This design comes from an exercise in tuning for a short achievable clock period and few clock cycles on the open sky130 flow, not from production work.
Function was checked by simulation only, so behaviour that the tests miss may differ from the original.
Power and IR drop assume default switching activity.

==> run a: inputs <==
==> flow/design.v <==
module lj372_core (
    input  wire        clk,
    input  wire        rst,
    output reg         mem_req,
    output reg         mem_we,
    output reg  [11:0] mem_addr,
    output reg  [15:0] mem_wdata,
    input  wire        mem_ready,
    input  wire [15:0] mem_rdata,
    input  wire        con_in_valid,
    input  wire [7:0]  con_in_data,
    output reg         con_in_ready,
    output reg         con_out_valid,
    output reg  [7:0]  con_out_data,
    input  wire        con_out_ready,
    output wire        halted,
    output wire        faulted,
    input  wire [3:0]  dbg_sel,
    output reg  [15:0] dbg_data
);
    localparam [3:0] OP_BR   = 4'h0, OP_ADD  = 4'h1, OP_LD   = 4'h2, OP_ST   = 4'h3,
                     OP_JSR  = 4'h4, OP_AND  = 4'h5, OP_LDR  = 4'h6, OP_STR  = 4'h7,
                     OP_INV  = 4'h8, OP_NOT  = 4'h9, OP_LDI  = 4'hA, OP_STI  = 4'hB,
                     OP_JMP  = 4'hC, OP_PP   = 4'hD, OP_LEA  = 4'hE, OP_TRAP = 4'hF;
    reg  [15:0] regs [0:7];
    reg  [2:0]  cc;             
    reg  [15:0] fpc;            
    reg         halt_r, fault_r;
    reg  [15:0] fault_addr;
    reg         iv;             
    reg  [15:0] ir;
    reg  [15:0] xpc;            
    reg  [15:0] ea;             
    reg         ea_stale;
    reg         ph;             
    reg         cov;            
    reg  [7:0]  cbyte;
    reg  [15:0] ic_word  [0:7];
    reg  [8:0]  ic_tag   [0:7];
    reg  [7:0]  ic_valid;
    reg  [15:0] dc_word  [0:7];
    reg  [8:0]  dc_tag   [0:7];
    reg  [7:0]  dc_valid;
    reg  [7:0]  dc_dirty;
    function [2:0] cc_of(input [15:0] v);
        cc_of = v[15] ? 3'b100 : (v == 16'h0000) ? 3'b010 : 3'b001;
    endfunction
    wire stopped = halt_r | fault_r;
    assign halted  = halt_r;
    assign faulted = fault_r;
    always @(*) begin
        case (dbg_sel)
            4'd0, 4'd1, 4'd2, 4'd3,
            4'd4, 4'd5, 4'd6, 4'd7: dbg_data = regs[dbg_sel[2:0]];
            4'd8:                   dbg_data = fpc;
            4'd9:                   dbg_data = {13'h0000, cc};
            4'd10:                  dbg_data = fault_addr;
            default:                dbg_data = 16'h0000;
        endcase
    end
    wire [3:0]  op    = ir[15:12];
    wire [2:0]  f_dr  = ir[11:9];
    wire [2:0]  f_sr1 = ir[8:6];
    wire [15:0] x_sr1 = regs[f_sr1];
    wire [15:0] x_sr2 = regs[ir[2:0]];
    wire [15:0] x_dr  = regs[f_dr];
    wire [15:0] r0    = regs[0];
    wire [15:0] r6    = regs[6];
    wire is_alu  = (op == OP_ADD) | (op == OP_AND) | (op == OP_NOT);
    wire is_lea  = (op == OP_LEA);
    wire is_br   = (op == OP_BR);
    wire is_jmp  = (op == OP_JMP);
    wire is_jsr  = (op == OP_JSR);
    wire is_ld   = (op == OP_LD) | (op == OP_LDR);
    wire is_ldi  = (op == OP_LDI);
    wire is_st   = (op == OP_ST) | (op == OP_STR);
    wire is_sti  = (op == OP_STI);
    wire is_push = (op == OP_PP) & ~ir[5];
    wire is_pop  = (op == OP_PP) &  ir[5];
    wire is_trap = (op == OP_TRAP);
    wire t_getc  = is_trap & (ir[7:0] == 8'h20);
    wire t_out   = is_trap & (ir[7:0] == 8'h21);
    wire t_puts  = is_trap & (ir[7:0] == 8'h22);
    wire t_halt  = is_trap & (ir[7:0] == 8'h25);
    wire ben = |(cc & ir[11:9]);
    wire [15:0] opb = ir[5] ? {{11{ir[4]}}, ir[4:0]} : x_sr2;
    reg  [15:0] alu;
    always @(*) begin
        case (op)
            OP_ADD:  alu = x_sr1 + opb;
            OP_AND:  alu = x_sr1 & opb;
            default: alu = ~x_sr1;
        endcase
    end
    wire ea_in = (ea[15:12] == 4'h3);
    reg [7:0] wmask;
    always @(*) begin
        wmask = 8'h00;
        if (is_alu | is_lea | is_ld | is_ldi) wmask[f_dr] = 1'b1;
        if (is_jsr)  wmask[7] = 1'b1;
        if (is_pop) begin wmask[f_dr] = 1'b1; wmask[6] = 1'b1; end
        if (is_push) wmask[6] = 1'b1;
        if (t_getc)  wmask[0] = 1'b1;
    end
    wire [2:0]  dc_idx  = ea[2:0];
    wire [8:0]  dc_tg   = ea[11:3];
    wire        dc_hit  = dc_valid[dc_idx] & (dc_tag[dc_idx] == dc_tg);
    wire        dc_evict = dc_valid[dc_idx] & dc_dirty[dc_idx] & ~dc_hit;
    wire        puts_step = ~cov | con_out_ready;
    wire        dc_rd  = iv & ~ea_stale & (is_ld | is_ldi | (is_sti & ~ph) | (t_puts & puts_step));
    wire        dc_wr  = iv & ~ea_stale & (is_st | (is_sti & ph));
    wire        dc_op  = (dc_rd | dc_wr) & ea_in;
    wire [15:0] dc_rdata = dc_hit ? dc_word[dc_idx] : mem_rdata;
    wire        dc_rok = dc_hit | (~dc_evict & mem_ready);
    wire need_base = is_ld | is_st | is_jmp | (is_jsr & ~ir[11]) | (op == OP_PP) | t_puts;
    wire recompute = iv & ea_stale;    
    reg  x_done;        
    reg  x_fault;       
    reg  x_port;        
    reg  redirect;
    always @(*) begin
        x_done   = 1'b0;
        x_fault  = 1'b0;
        x_port   = 1'b0;
        redirect = 1'b0;
        if (iv && !ea_stale) begin
            if (is_alu | is_lea | (op == OP_INV)) x_done = 1'b1;
            if (is_br)  begin x_done = 1'b1; redirect = ben; end
            if (is_jmp | is_jsr) begin x_done = 1'b1; redirect = 1'b1; end
            if (is_trap & ~t_getc & ~t_out & ~t_puts) x_done = 1'b1;
            if (t_getc) x_done = con_in_valid;
            if (t_out)  x_done = con_out_ready;
            if (op == OP_PP) begin
                if (!ea_in) x_fault = 1'b1;
                else begin
                    x_port = 1'b1;
                    x_done = mem_ready;
                end
            end
            if (is_ld | is_ldi | is_st | is_sti | (t_puts & puts_step)) begin
                if (!ea_in) x_fault = 1'b1;
                else begin
                    if (dc_rd) begin
                        x_port = ~dc_hit;
                        if (dc_rok) begin
                            if (is_ld | (is_ldi & ph)) x_done = 1'b1;
                            if (t_puts & (dc_rdata == 16'h0000)) x_done = 1'b1;
                        end
                    end else begin
                        x_port = dc_evict;
                        x_done = ~dc_evict | mem_ready;
                    end
                end
            end
        end
    end
    wire x_stop  = x_fault | (iv & ~ea_stale & t_halt);
    wire fetch_go = ~stopped & (~iv | x_done) & ~x_stop;
    wire [15:0] fa     = redirect ? ea : fpc;
    wire        fa_in  = redirect ? (ea[15:12] == 4'h3) : (fpc[15:12] == 4'h3);
    wire [2:0]  fa_idx = fa[2:0];
    wire        hit_s  = ic_valid[fpc[2:0]] & (ic_tag[fpc[2:0]] == fpc[11:3]);
    wire        hit_r  = ic_valid[ea[2:0]]  & (ic_tag[ea[2:0]]  == ea[11:3]);
    wire [15:0] icw_s  = ic_word[fpc[2:0]];
    wire [15:0] icw_r  = ic_word[ea[2:0]];
    wire        ic_hit = redirect ? hit_r : hit_s;
    wire [15:0] fw     = redirect ? (hit_r ? icw_r : mem_rdata) : (hit_s ? icw_s : mem_rdata);
    wire        f_ok   = fa_in & (ic_hit | (~x_port & mem_ready));
    wire [15:0] fpc1   = fpc + 16'd1;
    wire [15:0] ea1    = ea + 16'd1;
    wire [15:0] fa1    = redirect ? ea1 : fpc1;
    wire [3:0]  fop    = fw[15:12];
    wire [15:0] f_base = regs[fw[8:6]];
    wire [15:0] f_off  = (fop == OP_JSR) ? {{5{fw[10]}}, fw[10:0]} : {{7{fw[8]}}, fw[8:0]};
    wire [15:0] f_pcrel = fa1 + f_off;
    wire [15:0] f_ldr  = f_base + {{10{fw[5]}}, fw[5:0]};
    wire [15:0] r6m1   = r6 - 16'd1;
    reg  [15:0] f_ea;
    reg         f_nb;       
    reg  [2:0]  f_bsel;
    always @(*) begin
        f_nb   = 1'b0;
        f_bsel = fw[8:6];
        case (fop)
            OP_LDR, OP_STR: begin f_ea = f_ldr; f_nb = 1'b1; end
            OP_JMP:         begin f_ea = f_base; f_nb = 1'b1; end
            OP_JSR: begin
                if (fw[11])               f_ea = f_pcrel;
                else if (fw[8:6] == 3'd7) f_ea = fa1;
                else begin f_ea = f_base; f_nb = 1'b1; end
            end
            OP_PP: begin
                f_ea = fw[5] ? r6 : r6m1; f_nb = 1'b1; f_bsel = 3'd6;
            end
            OP_TRAP: begin
                f_ea = r0; f_nb = (fw[7:0] == 8'h22); f_bsel = 3'd0;
            end
            default: f_ea = f_pcrel;
        endcase
    end
    wire f_stale = f_nb & iv & wmask[f_bsel];
    reg [15:0] r_ea;
    always @(*) begin
        case (op)
            OP_LDR, OP_STR: r_ea = x_sr1 + {{10{ir[5]}}, ir[5:0]};
            OP_PP:          r_ea = ir[5] ? r6 : r6m1;
            OP_TRAP:        r_ea = r0;
            default:        r_ea = x_sr1;
        endcase
    end
    always @(*) begin
        mem_req   = 1'b0;
        mem_we    = 1'b0;
        mem_addr  = fa[11:0];
        mem_wdata = dc_word[dc_idx];
        if (!stopped) begin
            if (x_port) begin
                mem_req = 1'b1;
                if (op == OP_PP) begin
                    mem_we    = ~ir[5];
                    mem_addr  = ea[11:0];
                    mem_wdata = (f_dr == 3'd6) ? ea : x_dr;
                end else if (dc_evict) begin
                    mem_we    = 1'b1;
                    mem_addr  = {dc_tag[dc_idx], dc_idx};
                end else begin
                    mem_addr  = ea[11:0];
                end
            end else begin
                mem_req = ~ic_hit & fa_in;
            end
        end
        con_in_ready  = ~stopped & iv & ~ea_stale & t_getc;
        con_out_valid = ~stopped & ((iv & ~ea_stale & t_out) | cov);
        con_out_data  = cov ? cbyte : r0[7:0];
    end
    integer i;
    always @(posedge clk) begin
        if (rst) begin
            fpc        <= 16'h3000;
            cc         <= 3'b010;
            halt_r     <= 1'b0;
            fault_r    <= 1'b0;
            fault_addr <= 16'h0000;
            iv         <= 1'b0;
            ir         <= 16'h0000;
            xpc        <= 16'h0000;
            ea         <= 16'h0000;
            ea_stale   <= 1'b0;
            ph         <= 1'b0;
            cov        <= 1'b0;
            cbyte      <= 8'h00;
            ic_valid   <= 8'h00;
            dc_valid   <= 8'h00;
            dc_dirty   <= 8'h00;
            for (i = 0; i < 8; i = i + 1)
                regs[i] <= 16'h0000;
        end else if (!stopped) begin
            if (recompute) begin
                ea       <= r_ea;
                ea_stale <= 1'b0;
            end else if (iv) begin
                if (x_fault) begin
                    fault_r    <= 1'b1;
                    fault_addr <= ea;
                    fpc        <= xpc;
                    iv         <= 1'b0;
                    cov        <= 1'b0;
                end
                if (t_halt) begin
                    halt_r <= 1'b1;
                    iv     <= 1'b0;
                end
                if (is_alu) begin
                    regs[f_dr] <= alu;
                    cc         <= cc_of(alu);
                end
                if (is_lea) begin
                    regs[f_dr] <= ea;
                    cc         <= cc_of(ea);
                end
                if (is_jsr) regs[7] <= fpc;
                if (t_getc && con_in_valid) regs[0] <= {8'h00, con_in_data};
                if ((op == OP_PP) && ea_in && mem_ready) begin
                    if (!ir[5]) regs[6] <= ea;
                    else begin
                        regs[f_dr] <= mem_rdata;
                        regs[6]    <= (f_dr == 3'd6) ? mem_rdata + 16'd1 : ea1;
                    end
                end
                if (dc_op) begin
                    if (dc_rd) begin
                        if (dc_hit) begin
                        end else if (dc_evict) begin
                            if (mem_ready) dc_dirty[dc_idx] <= 1'b0;
                        end else if (mem_ready) begin
                            dc_word[dc_idx]  <= mem_rdata;
                            dc_tag[dc_idx]   <= dc_tg;
                            dc_valid[dc_idx] <= 1'b1;
                            dc_dirty[dc_idx] <= 1'b0;
                        end
                        if (dc_rok) begin
                            if (is_ld | (is_ldi & ph)) begin
                                regs[f_dr] <= dc_rdata;
                                cc         <= cc_of(dc_rdata);
                                ph         <= 1'b0;
                            end
                            if ((is_ldi | is_sti) & ~ph) begin
                                ea <= dc_rdata;
                                ph <= 1'b1;
                            end
                            if (t_puts) begin
                                if (dc_rdata == 16'h0000) begin
                                    cov <= 1'b0;
                                end else begin
                                    cov   <= 1'b1;
                                    cbyte <= dc_rdata[7:0];
                                    ea    <= ea1;
                                end
                            end
                        end else if (t_puts & con_out_ready) begin
                            cov <= 1'b0;
                        end
                    end else begin
                        if (dc_hit) begin
                            dc_word[dc_idx]  <= x_dr;
                            dc_dirty[dc_idx] <= 1'b1;
                        end else if (!dc_evict || mem_ready) begin
                            dc_word[dc_idx]  <= x_dr;
                            dc_tag[dc_idx]   <= dc_tg;
                            dc_valid[dc_idx] <= 1'b1;
                            dc_dirty[dc_idx] <= 1'b1;
                        end
                        if (!dc_evict || mem_ready) ph <= 1'b0;
                    end
                end
            end
            if (fetch_go) begin
                if (!fa_in) begin
                    fault_r    <= 1'b1;
                    fault_addr <= fa;
                    fpc        <= fa;
                    iv         <= 1'b0;
                end else if (f_ok) begin
                    if (!ic_hit) begin
                        ic_word[fa_idx]  <= mem_rdata;
                        ic_tag[fa_idx]   <= fa[11:3];
                        ic_valid[fa_idx] <= 1'b1;
                    end
                    iv       <= 1'b1;
                    ir       <= fw;
                    xpc      <= fa;
                    fpc      <= fa1;
                    ea       <= f_ea;
                    ea_stale <= f_stale;
                end else begin
                    iv  <= 1'b0;
                    fpc <= fa;
                end
            end
        end
    end
endmodule
==> flow/run.sh <==
#!/bin/bash
# synth_recipe.tcl (not shown) runs the flow's synth.tcl, then flattens the netlist and writes it again
# the make line also repeats each setting of config.mk as NAME=value (left out here)
make -C /OpenROAD-flow-scripts/flow DESIGN_CONFIG=/design/flow/config.mk WORK_HOME=/design/flow/orfs CLKGATE_MAP_FILE= SYNTH_SCRIPT=/design/flow/synth_recipe.tcl finish
==> flow/config.mk <==
export PLATFORM = sky130hd
export DESIGN_NAME = lj372_core
export DESIGN_NICKNAME = lj372_core
export VERILOG_FILES = /design/flow/design.v
export SDC_FILE = /design/flow/constraint.sdc
export NUM_CORES = 4
export LEC_CHECK = 0
export ABC_CLOCK_PERIOD_IN_PS = 5500
export CAP_MARGIN = 20
export CORE_MARGIN = 2
export CORE_UTILIZATION = 40
export SETUP_SLACK_MARGIN = 4
export SLEW_MARGIN = 20
==> flow/constraint.sdc <==
create_clock -name core_clock -period 10.0 [get_ports {clk}]
set_input_delay 2.0000 -clock core_clock [delete_from_list [all_inputs] [get_ports {clk}]]
set_output_delay 2.0000 -clock core_clock [all_outputs]
set_load 0.01 [all_outputs]
==> run b (differences from run a) <==
--- a/flow/design.v
+++ b/flow/design.v
@@ -45,6 +45,22 @@
     function [2:0] cc_of(input [15:0] v);
         cc_of = v[15] ? 3'b100 : (v == 16'h0000) ? 3'b010 : 3'b001;
     endfunction
+    function [15:0] ks_add(input [15:0] a, input [15:0] b, input cin);
+        reg [15:0] g, p, x;
+        integer d, k;
+        begin
+            x = a ^ b;
+            g = a & b;
+            p = x;
+            g[0] = g[0] | (p[0] & cin);
+            for (d = 1; d < 16; d = d * 2)
+                for (k = 15; k >= d; k = k - 1) begin
+                    g[k] = g[k] | (p[k] & g[k-d]);
+                    p[k] = p[k] & p[k-d];
+                end
+            ks_add = x ^ {g[14:0], cin};
+        end
+    endfunction
     wire stopped = halt_r | fault_r;
     assign halted  = halt_r;
     assign faulted = fault_r;
@@ -87,7 +103,7 @@
     reg  [15:0] alu;
     always @(*) begin
         case (op)
-            OP_ADD:  alu = x_sr1 + opb;
+            OP_ADD:  alu = ks_add(x_sr1, opb, 1'b0);
             OP_AND:  alu = x_sr1 & opb;
             default: alu = ~x_sr1;
         endcase
@@ -107,7 +123,7 @@
     wire        dc_hit  = dc_valid[dc_idx] & (dc_tag[dc_idx] == dc_tg);
     wire        dc_evict = dc_valid[dc_idx] & dc_dirty[dc_idx] & ~dc_hit;
     wire        puts_step = ~cov | con_out_ready;
-    wire        dc_rd  = iv & ~ea_stale & (is_ld | is_ldi | (is_sti & ~ph) | (t_puts & puts_step));
+    wire        dc_rd  = iv & ~ea_stale & (is_ld | is_ldi | (is_sti & ~ph) | t_puts);
     wire        dc_wr  = iv & ~ea_stale & (is_st | (is_sti & ph));
     wire        dc_op  = (dc_rd | dc_wr) & ea_in;
     wire [15:0] dc_rdata = dc_hit ? dc_word[dc_idx] : mem_rdata;
@@ -137,14 +153,20 @@
                     x_done = mem_ready;
                 end
             end
-            if (is_ld | is_ldi | is_st | is_sti | (t_puts & puts_step)) begin
+            if (t_puts) begin
+                if (!ea_in) x_fault = ~cov;
+                else begin
+                    x_port = ~dc_hit & (~dc_evict | ~cov);
+                    x_done = ~dc_evict & puts_step & dc_rok & (dc_rdata == 16'h0000);
+                end
+            end
+            if (is_ld | is_ldi | is_st | is_sti) begin
                 if (!ea_in) x_fault = 1'b1;
                 else begin
                     if (dc_rd) begin
                         x_port = ~dc_hit;
                         if (dc_rok) begin
                             if (is_ld | (is_ldi & ph)) x_done = 1'b1;
-                            if (t_puts & (dc_rdata == 16'h0000)) x_done = 1'b1;
                         end
                     end else begin
                         x_port = dc_evict;
@@ -169,36 +191,72 @@
     wire [15:0] fpc1   = fpc + 16'd1;
     wire [15:0] ea1    = ea + 16'd1;
     wire [15:0] fa1    = redirect ? ea1 : fpc1;
-    wire [3:0]  fop    = fw[15:12];
-    wire [15:0] f_base = regs[fw[8:6]];
-    wire [15:0] f_off  = (fop == OP_JSR) ? {{5{fw[10]}}, fw[10:0]} : {{7{fw[8]}}, fw[8:0]};
-    wire [15:0] f_pcrel = fa1 + f_off;
-    wire [15:0] f_ldr  = f_base + {{10{fw[5]}}, fw[5:0]};
-    wire [15:0] r6m1   = r6 - 16'd1;
-    reg  [15:0] f_ea;
-    reg         f_nb;       
-    reg  [2:0]  f_bsel;
+    wire [15:0] em1 = ea - 16'd1;
+    reg  [15:0] r6_f, r6m1_f, r0_f;
+    reg         r6_st, r0_st;
     always @(*) begin
-        f_nb   = 1'b0;
-        f_bsel = fw[8:6];
-        case (fop)
-            OP_LDR, OP_STR: begin f_ea = f_ldr; f_nb = 1'b1; end
-            OP_JMP:         begin f_ea = f_base; f_nb = 1'b1; end
-            OP_JSR: begin
-                if (fw[11])               f_ea = f_pcrel;
-                else if (fw[8:6] == 3'd7) f_ea = fa1;
-                else begin f_ea = f_base; f_nb = 1'b1; end
-            end
-            OP_PP: begin
-                f_ea = fw[5] ? r6 : r6m1; f_nb = 1'b1; f_bsel = 3'd6;
-            end
-            OP_TRAP: begin
-                f_ea = r0; f_nb = (fw[7:0] == 8'h22); f_bsel = 3'd0;
-            end
-            default: f_ea = f_pcrel;
-        endcase
+        r6_f   = r6;
+        r6m1_f = r6 - 16'd1;
+        r6_st  = 1'b0;
+        if (iv) begin
+            if (is_push) begin
+                r6_f = ea; r6m1_f = em1;
+            end else if (is_pop && f_dr != 3'd6) begin
+                r6_f = ea1; r6m1_f = ea;
+            end else if (wmask[6]) r6_st = 1'b1;
+        end
+        r0_f  = r0;
+        r0_st = 1'b0;
+        if (iv && wmask[0]) begin
+            if (is_lea)      r0_f = ea;
+            else if (is_alu) r0_f = alu;
+            else             r0_st = 1'b1;
+        end
     end
-    wire f_stale = f_nb & iv & wmask[f_bsel];
+    wire [127:0] rf = {regs[7], regs[6], regs[5], regs[4], regs[3], regs[2], regs[1], regs[0]};
+    function [16:0] pre(input [15:0] w, input [15:0] pc1, input [127:0] rfv,
+                        input [7:0] wm, input [15:0] r6v, input [15:0] r6m1v, input r6s,
+                        input [15:0] r0v, input r0s, input ivv);
+        reg [15:0] base, off, e;
+        reg        st;
+        begin
+            base = rfv[w[8:6]*16 +: 16];
+            off  = (w[15:12] == OP_JSR) ? {{5{w[10]}}, w[10:0]} : {{7{w[8]}}, w[8:0]};
+            st   = 1'b0;
+            case (w[15:12])
+                OP_LDR, OP_STR: begin
+                    e  = ks_add(base, {{10{w[5]}}, w[5:0]}, 1'b0);
+                    st = wm[w[8:6]];
+                end
+                OP_JMP: begin
+                    e  = base;
+                    st = wm[w[8:6]];
+                end
+                OP_JSR: begin
+                    if (w[11])               e = ks_add(pc1, off, 1'b0);
+                    else if (w[8:6] == 3'd7) e = pc1;
+                    else begin e = base; st = wm[w[8:6]]; end
+                end
+                OP_PP: begin
+                    e  = w[5] ? r6v : r6m1v;
+                    st = r6s;
+                end
+                OP_TRAP: begin
+                    e  = r0v;
+                    st = r0s & (w[7:0] == 8'h22);
+                end
+                default: e = ks_add(pc1, off, 1'b0);
+            endcase
+            pre = {st & ivv, e};
+        end
+    endfunction
+    wire [16:0] pre_s = pre(icw_s,     fpc1, rf, wmask, r6_f, r6m1_f, r6_st, r0_f, r0_st, iv);
+    wire [16:0] pre_r = pre(icw_r,     ea1,  rf, wmask, r6_f, r6m1_f, r6_st, r0_f, r0_st, iv);
+    wire [16:0] pre_m = pre(mem_rdata, fa1,  rf, wmask, r6_f, r6m1_f, r6_st, r0_f, r0_st, iv);
+    wire [16:0] pre_f = redirect ? (hit_r ? pre_r : pre_m) : (hit_s ? pre_s : pre_m);
+    wire [15:0] f_ea    = pre_f[15:0];
+    wire        f_stale = pre_f[16];
+    wire [15:0] r6m1    = r6 - 16'd1;
     reg [15:0] r_ea;
     always @(*) begin
         case (op)
@@ -288,11 +346,12 @@
                         regs[6]    <= (f_dr == 3'd6) ? mem_rdata + 16'd1 : ea1;
                     end
                 end
+                if (t_puts & ~ea_in & cov & con_out_ready) cov <= 1'b0;
                 if (dc_op) begin
                     if (dc_rd) begin
                         if (dc_hit) begin
                         end else if (dc_evict) begin
-                            if (mem_ready) dc_dirty[dc_idx] <= 1'b0;
+                            if (mem_ready & ~(t_puts & cov)) dc_dirty[dc_idx] <= 1'b0;
                         end else if (mem_ready) begin
                             dc_word[dc_idx]  <= mem_rdata;
                             dc_tag[dc_idx]   <= dc_tg;
@@ -309,7 +368,8 @@
                                 ea <= dc_rdata;
                                 ph <= 1'b1;
                             end
-                            if (t_puts) begin
+                            if (t_puts & ~puts_step) begin
+                            end else if (t_puts) begin
                                 if (dc_rdata == 16'h0000) begin
                                     cov <= 1'b0;
                                 end else begin
--- a/flow/config.mk
+++ b/flow/config.mk
@@ -5,9 +5,9 @@
 export SDC_FILE = /design/flow/constraint.sdc
 export NUM_CORES = 4
 export LEC_CHECK = 0
-export ABC_CLOCK_PERIOD_IN_PS = 5500
+export ABC_CLOCK_PERIOD_IN_PS = 4000
 export CAP_MARGIN = 20
 export CORE_MARGIN = 2
 export CORE_UTILIZATION = 40
-export SETUP_SLACK_MARGIN = 4
+export SETUP_SLACK_MARGIN = 5
 export SLEW_MARGIN = 20
==> run summary <==
- Run a finished clean. Run b completed without violations.
- Against run a, the utilization of run b is higher by 2.9 points.
- Of run a and run b, run b has the higher global-route usage (gap 15 points).
- In run a the critical path depth is higher than in run b, by 2.
- Of run a and run b, run b has the higher cell area (gap 23%, measured against run b).
- In run b the sequential share of layout area is lower than in run a, by 8.5 points.
- Of run a and run b, run b has the higher synthesized cell count (gap about 26%, measured against run b).
- Against run a, the clock skew of run b is higher by 0.035 ns.
- In run b the total power is higher than in run a, by about 100%.
Testbench counts of run a, summed over its fixed seeds: cycles 44,362.
Testbench counts of run b, summed over its fixed seeds: cycles 44,181.

port drivers added, routing unchanged:
No port has a modelled driver above. Below, the same layouts with a new extraction and two added sets of constraints.
Step 1, drivers: a clkbuf_16 drives clk and a buf_2 each remaining input, both assumed.
Step 2 also shifts input and output timing later by t, the mid clock arrival at the registers, as if the neighbouring blocks saw the same clock.
a / b / c = ideal / step 1 / step 2; a / b = the first two.
run	shift t [ns]	setup WS [ns]	hold slack, ns
run a	0.732	3.768 / 3.768 / 3.224	0.456 / 0.456 / 0.456
run b	0.806	4.164 / 4.160 / 3.588	0.461 / 0.461 / 0.461
After both steps every run listed still meets setup and hold. The setup slack of run b, which loses most, moves by -0.004 ns with the drivers and by -0.576 ns with both steps.
